Background: an optimization exercise with open tools, aiming at small area, a short achievable clock period and few clock cycles. Do not read the settings as production practice.
The RTL was checked by simulation tests, not by an equivalence proof against the original design.
Power is estimated from default activity; no workload was simulated.

==> flow/design.v (excerpt) <==
module rle_encoder (
    input  wire       clk,
    input  wire       rst,           
    input  wire       in_valid,
    output wire       in_ready,
    input  wire [7:0] in_data,
    input  wire       in_last,
    output wire       out_valid,
    input  wire       out_ready,
    output reg  [7:0] out_data,
    output reg        out_last
);
Size: roughly 2500 flip-flops, roughly 24 I/O pins, ~65000 µm² of cells after synthesis.
clock: 10.0 ns
lec_check: 0
cap_margin: 60
core_margin: 2
core_utilization: 40
cts_buf_list: sky130_fd_sc_hd__clkbuf_8
cts_cluster_diameter: 50
cts_cluster_size: 16
slew_margin: 60
standard.sh (not shown) runs the stock make flow with config.mk's settings and CLKGATE_MAP_FILE= SYNTH_SCRIPT=/design/flow/synth_recipe.tcl, a recipe that flattens the netlist after the stock synthesis.
==> flow/flow/run.sh <==
#!/bin/bash
# The standard layout (standard.sh), with the port buffers that ORFS inserts
# before global placement made of sky130_fd_sc_hd__buf_4 cells instead of the
# cell buffer_ports picks by itself. Everything else is the standard flow's own flow.
set -euo pipefail
export BUFFER_PORTS_ARGS="-buffer_cell sky130_fd_sc_hd__buf_4"
export SETUP_SLACK_MARGIN=6.7
bash standard.sh > standard.log 2>&1
Testbench counts at the start, summed over its fixed seeds: cycles 40,244.
Change:
--- a/flow/flow/run.sh
+++ b/flow/flow/run.sh
@@ -7 +6,0 @@
-export SETUP_SLACK_MARGIN=6.7
- CTS_BUF_LIST: sky130_fd_sc_hd__clkbuf_8 -> sky130_fd_sc_hd__clkbuf_8 sky130_fd_sc_hd__clkbuf_16
Global-route usage rises by 0.32 points.
Wire length is higher slightly.
Final cell count stays flat.
Clock-buffer cell count increases by 7.
Worst hold slack loses 0.029 ns.
Setup slack gets better by 0.11 ns.
Core utilization rises by 1.4 points.
First-iteration DRC count rose by a few percent.
Flip-flop and latch count is unchanged.
Die area is unchanged.
Change:
- CAP_MARGIN: 60 -> 80
- CTS_BUF_LIST: sky130_fd_sc_hd__clkbuf_8 sky130_fd_sc_hd__clkbuf_16 -> sky130_fd_sc_hd__clkbuf_8
- SLEW_MARGIN: 60 -> 80
The new run went through all stages and came out clean; critical path depth goes up by 2; total power went down by 8.3%; via count came out higher by 2.8%; global-route usage hardly moves; design area hardly moves.

* * *

v46:
rle_encoder, a different RTL version from the one above (not shown whole).
Size: about 2500 flip-flops, roughly 65000 um^2 of cells after synthesis.
clock: 10.0 ns
lec_check: 0
cap_margin: 60
core_margin: 2
core_utilization: 40
cts_buf_list: sky130_fd_sc_hd__clkbuf_8
cts_cluster_diameter: 50
cts_cluster_size: 16
slew_margin: 60
run.sh (not shown) runs the stock make flow with config.mk's settings and CLKGATE_MAP_FILE= SYNTH_SCRIPT=/design/flow/synth_recipe.tcl, a recipe that flattens the netlist after the stock synthesis.
Stock flow here: none of the scripts above is used.
Testbench counts of v46, summed over its fixed seeds: cycles 40,244.
Here is what was changed in the inputs of v55 compared with v46.
- CORE_UTILIZATION now 55, was 40
==> flow/flow/run.sh (new file) <==
#!/bin/bash
# The standard layout (standard.sh), with the port buffers that ORFS inserts
# before global placement made of sky130_fd_sc_hd__buf_4 cells instead of the
# cell buffer_ports picks by itself. Everything else is the standard flow's own flow.
set -euo pipefail
export BUFFER_PORTS_ARGS="-buffer_cell sky130_fd_sc_hd__buf_4"
bash standard.sh > standard.log 2>&1
==> flow/standard.sh (new file) <==
#!/bin/bash
# synth_recipe.tcl (not shown) runs the flow's synth.tcl, then flattens the netlist and writes it again
# the make line also repeats each setting of config.mk as NAME=value (left out here)
make -C /OpenROAD-flow-scripts/flow DESIGN_CONFIG=/design/flow/config.mk WORK_HOME=/design/flow/orfs CLKGATE_MAP_FILE= SYNTH_SCRIPT=/design/flow/synth_recipe.tcl "${@:-finish}"
removed: flow/run.sh
==> comparison <==
- Comparing v46 and v55, routed via count is lower on v46.
- Cell area | v55 vs v46 | v55 smaller
- Post-synthesis sequential element count: v46 vs v55 identical
- Re period utilization: v46 was higher than v55.
#### Input delta (v37 over v55)
- CORE_UTILIZATION changed from 55 to 40
--- outcome ---
- No stage failed in v37, and the final checks on the layout all came back clean.
- Looking at relative area change from synthesis to final layout, v37 sits 1.3 points higher than v55 does.
- Per the comparison of v37 with v55, instance area after placement moved up, overall power after layout comparable.
- Combinational fraction of design power: v37 vs v55 down 0.3 points
- Against v55, v37 reports a clock network fraction of design power that is higher.
- Core utilization of the finished layout: v37 < v55
- In v37 relative to v55, non-clock buffer total of the final layout had gone down by a little under 10%.
- Hold slack was higher in the run labelled v37.
- v37 -> v55: fraction of power spent switching nets flat
- The lower total wire length after detailed routing of v37 and v55 is in v55.
- The met3 global-route usage reported for v37 is smaller than that of v55 by 1.2 points.

what the ideal ports hide:
No port has a modelled driver above. Below, the same layouts with a new extraction and two added sets of constraints.
Step 1 assumes that a clkbuf_16 drives the clock port and a buf_2 every other input.
Step 2 also shifts input and output timing later by t, the mid clock arrival at the registers, as if the neighbouring blocks saw the same clock.
Three values: ideal ports, drivers, drivers and shift; two values: the first two.
run	shift t [ns]	setup WS [ns]	worst setup path at the end	slew at the worst register clock pin (ns)	worst slew at a driven data input, ns
the first run of note 1	1.007	6.535 / 6.462 / 6.684	register to register	0.11 / 0.11	0.08
the second run of note 1	0.875	6.642 / 6.600 / 6.642	register to register	0.07 / 0.07	0.08
the third run of note 1	1.010	6.512 / 6.473 / 6.512	register to register	0.12 / 0.12	0.07
v46	0.996	6.136 / 6.071 / 6.577	input to register	0.11 / 0.11	0.03
v55	1.010	6.529 / 6.458 / 6.546	register to register	0.11 / 0.11	0.04
v37	0.994	6.553 / 6.485 / 6.581	register to register	0.10 / 0.10	0.06
After both steps every run listed still meets setup and hold.
